This design comes from an exercise in tuning for small area and few clock cycles on the open sky130 flow, not from production work.
RTL that was checked went through simulation tests only; none was proved equivalent to the original.
Power and IR drop assume default switching activity.

juniper:
Design sponge_engine, start of the top module:
module sponge_engine (
    input  wire          clk,
    input  wire          rst,
    input  wire          cmd_valid,
    output wire          cmd_ready,
    input  wire [31:0]   cmd_hdr,
    input  wire          din_valid,
    output wire          din_ready,
    input  wire [126:0]  din_data,
    output wire          rsp_valid,
    input  wire          rsp_ready,
    output wire [31:0]   rsp_word,
    output wire          dout_valid,
    input  wire          dout_ready,
    output wire [126:0]  dout_data,
    output wire          dout_last,
    output wire          preq_valid,
    input  wire          preq_ready,
    output wire [507:0]  preq_state,
    input  wire          prsp_valid,
    output wire          prsp_ready,
    input  wire [507:0]  prsp_state,
    output wire          st_busy,
    output wire [2:0]    st_fault,
    output wire [4:0]    st_io_count,
    output wire [4:0]    st_pattern_len,
    output wire [5:0]    st_out_len
);
Settings: LEC_CHECK=0, CAP_MARGIN=20, CORE_MARGIN=2, CORE_UTILIZATION=40, SLEW_MARGIN=20; clock period 14.0 ns.
standard.sh (not shown) runs the stock make flow with config.mk's settings and CLKGATE_MAP_FILE= SYNTH_SCRIPT=/design/flow/synth_recipe.tcl, a recipe that flattens the netlist after the stock synthesis.
==> flow/flow/run.sh <==
#!/bin/bash
# Layout flow: the standard flow with buf_1 port buffers and a lighter clock tree.
set -e
export BUFFER_PORTS_ARGS="-buffer_cell sky130_fd_sc_hd__buf_1"
export CTS_ARGS="-sink_clustering_enable -repair_clock_nets -dont_use_dummy_load -buf_list {sky130_fd_sc_hd__clkbuf_4 sky130_fd_sc_hd__clkbuf_8} -sink_clustering_size 14 -sink_clustering_max_diameter 60"
bash standard.sh > standard.log 2>&1
juniper: PASS, flow complete, no timing, DRC or antenna violations
Edits applied to the flow inputs when going from juniper to garnet:
==> flow/flow/run.sh <==
#!/bin/bash
# Layout flow: the standard flow with buf_1 port buffers and a lighter clock tree.
set -e
export BUFFER_PORTS_ARGS="-buffer_cell sky130_fd_sc_hd__buf_1"
export CTS_ARGS="-sink_clustering_enable -repair_clock_nets -dont_use_dummy_load -buf_list sky130_fd_sc_hd__clkbuf_8"
bash standard.sh > standard.log 2>&1
Results
- Measured against each other, garnet and juniper differ in number of clock buffers in the layout, the lower figure coming from juniper.
- garnet: via count of the first global-routing pass 3075 above juniper
- Delta (garnet minus juniper): met1 capacity usage during global routing roughly the same, per-cell routed wire length lower, area fraction of clock buffers and clock inverters higher, synthesized cell count roughly the same, power density over cell area higher.
- garnet went all the way through the flow, and no timing, DRC or antenna check failed.
Function was not checked in any run of this note: the RTL went through the layout flow alone.


Setup of job 1073:
sponge_engine, a different RTL version from the one above (not shown whole).
Size in the first run: ~12000 cells after synthesis, roughly 5000 flip-flops, ~1400 I/O pins, ~150000 µm² of cells after synthesis.
Design sponge_engine, start of the top module:
module sponge_engine (
    input  wire          clk,
    input  wire          rst,
    input  wire          cmd_valid,
    output wire          cmd_ready,
    input  wire [31:0]   cmd_hdr,
    input  wire          din_valid,
    output wire          din_ready,
    input  wire [126:0]  din_data,
    output wire          rsp_valid,
    input  wire          rsp_ready,
    output wire [31:0]   rsp_word,
    output wire          dout_valid,
    input  wire          dout_ready,
    output wire [126:0]  dout_data,
    output wire          dout_last,
    output wire          preq_valid,
    input  wire          preq_ready,
    output wire [507:0]  preq_state,
    input  wire          prsp_valid,
    output wire          prsp_ready,
    input  wire [507:0]  prsp_state,
    output wire          st_busy,
    output wire [2:0]    st_fault,
    output wire [4:0]    st_io_count,
    output wire [4:0]    st_pattern_len,
    output wire [5:0]    st_out_len
);
export LEC_CHECK = 0
export CAP_MARGIN = 20
export CORE_MARGIN = 2
export CORE_UTILIZATION = 40
export GPL_ROUTABILITY_DRIVEN = 0
export SLEW_MARGIN = 20
create_clock -name core_clock -period 14.0 [get_ports {clk}]
==> flow/flow/run.sh <==
#!/bin/bash
# Layout flow: the standard flow with buf_1 port buffers and a lighter clock tree.
set -e
export BUFFER_PORTS_ARGS="-buffer_cell sky130_fd_sc_hd__buf_1"
export CTS_ARGS="-sink_clustering_enable -repair_clock_nets -dont_use_dummy_load -buf_list sky130_fd_sc_hd__clkbuf_4 -sink_clustering_size 10 -sink_clustering_max_diameter 40"
bash standard.sh > standard.log 2>&1
Every stage of the flow completed for job 1073, and the final layout passed the timing, DRC and antenna checks.
Testbench counts of job 1073, summed over its fixed seeds: cycles 10,061.
For job 630, these inputs were changed with respect to job 1073:
- GPL_ROUTABILITY_DRIVEN removed (was 0)
==> flow/flow/run.sh <==
#!/bin/bash
# Layout flow: the standard flow with buf_1 port buffers and a lighter clock tree.
set -e
export BUFFER_PORTS_ARGS="-buffer_cell sky130_fd_sc_hd__buf_1"
export CTS_ARGS="-sink_clustering_enable -repair_clock_nets -dont_use_dummy_load -buf_list {sky130_fd_sc_hd__clkbuf_4 sky130_fd_sc_hd__clkbuf_8} -sink_clustering_size 14 -sink_clustering_max_diameter 60"
bash standard.sh > standard.log 2>&1
### Flow results
- Job 630 vs. job 1073: fraction of power spent switching nets decreased by 0.66 points relative to the old numbers, number of non-clock buffers in the layout increased by about 1.1% relative to the old numbers, clock network fraction of total power increased by 1.5 points relative to the old numbers, share of total power in sequential cells decreased by 1.2 points relative to the old numbers, buffers plus inverters on the worst setup path decreased by 1 relative to the old numbers.
- Diff job 1073 -> job 630 | clock-buffer cell count | down by more than a quarter
- preq_state[440] as the capture point of the critical path was reported by job 630, and preq_state[408] by job 1073.
Here is what was changed in the inputs of job 6358 compared with job 630.
==> flow/flow/run.sh <==
#!/bin/bash
# Layout flow: the standard flow with buf_1 port buffers and a lighter clock tree.
set -e
export BUFFER_PORTS_ARGS="-buffer_cell sky130_fd_sc_hd__buf_1"
export CTS_ARGS="-sink_clustering_enable -repair_clock_nets -dont_use_dummy_load -buf_list {sky130_fd_sc_hd__clkbuf_4 sky130_fd_sc_hd__clkbuf_8} -sink_clustering_size 12 -sink_clustering_max_diameter 45"
bash standard.sh > standard.log 2>&1
## What came out
- Comparing job 6358 with job 630, the area occupied by multi-input gates came out essentially unchanged.
- [compare] base=job 630 new=job 6358: final setup skew went up by 5.9 ps, core utilization picked up an extra 0.49 points, clock-pin slew on the worst setup and hold paths decreased by 20 ps relative to the old numbers, routed wire length went up about 0.36%.
- As far as instance count of the mapped netlist goes, job 630 and job 6358 are indistinguishable; the numbers are identical.
- Share of total power in the clock network, job 6358 and job 630, lower one = job 630.
- Summary: cell area after layout, job 6358 worse than job 630
- Against job 630, job 6358 comes in 0.36% higher on wire length of the first global-routing pass.
- Looking at worst setup slack across both flows, job 6358 is the weaker of the two, with job 630 ahead.

separate check: timing with driven ports:
How much do the figures lean on ideal ports? The routed layouts below were timed once more, with nothing changed but the port constraints. Step 1, drivers: a clkbuf_16 drives clk and a buf_2 each remaining input, both assumed. Step 2, shift: input delay + t, output delay - t, t = (earliest + latest rising clock arrival at the registers) / 2. This alone moves slack from input paths to output paths. Three values: ideal ports, drivers, drivers and shift; two values: the first two.
| run | t (ns) | setup slack, ns | worst setup path after step 2 |
|---|---|---|---|
| juniper | 1.232 | 1.181 / 1.181 / 0.238 | input to register |
| garnet | 1.329 | 1.254 / 1.231 / 0.268 | input to register |
| job 1073 | 1.757 | 0.296 / 0.170 / 0.323 | input to register |
| job 630 | 1.218 | 0.304 / 0.180 / 0.221 | input to output |
| job 6358 | 1.314 | 0.273 / 0.144 / 0.239 | input to output |
After both steps every run listed still meets setup and hold. For garnet, which loses most, drivers alone change the setup slack by -0.023 ns; drivers and shift together by -0.986 ns.
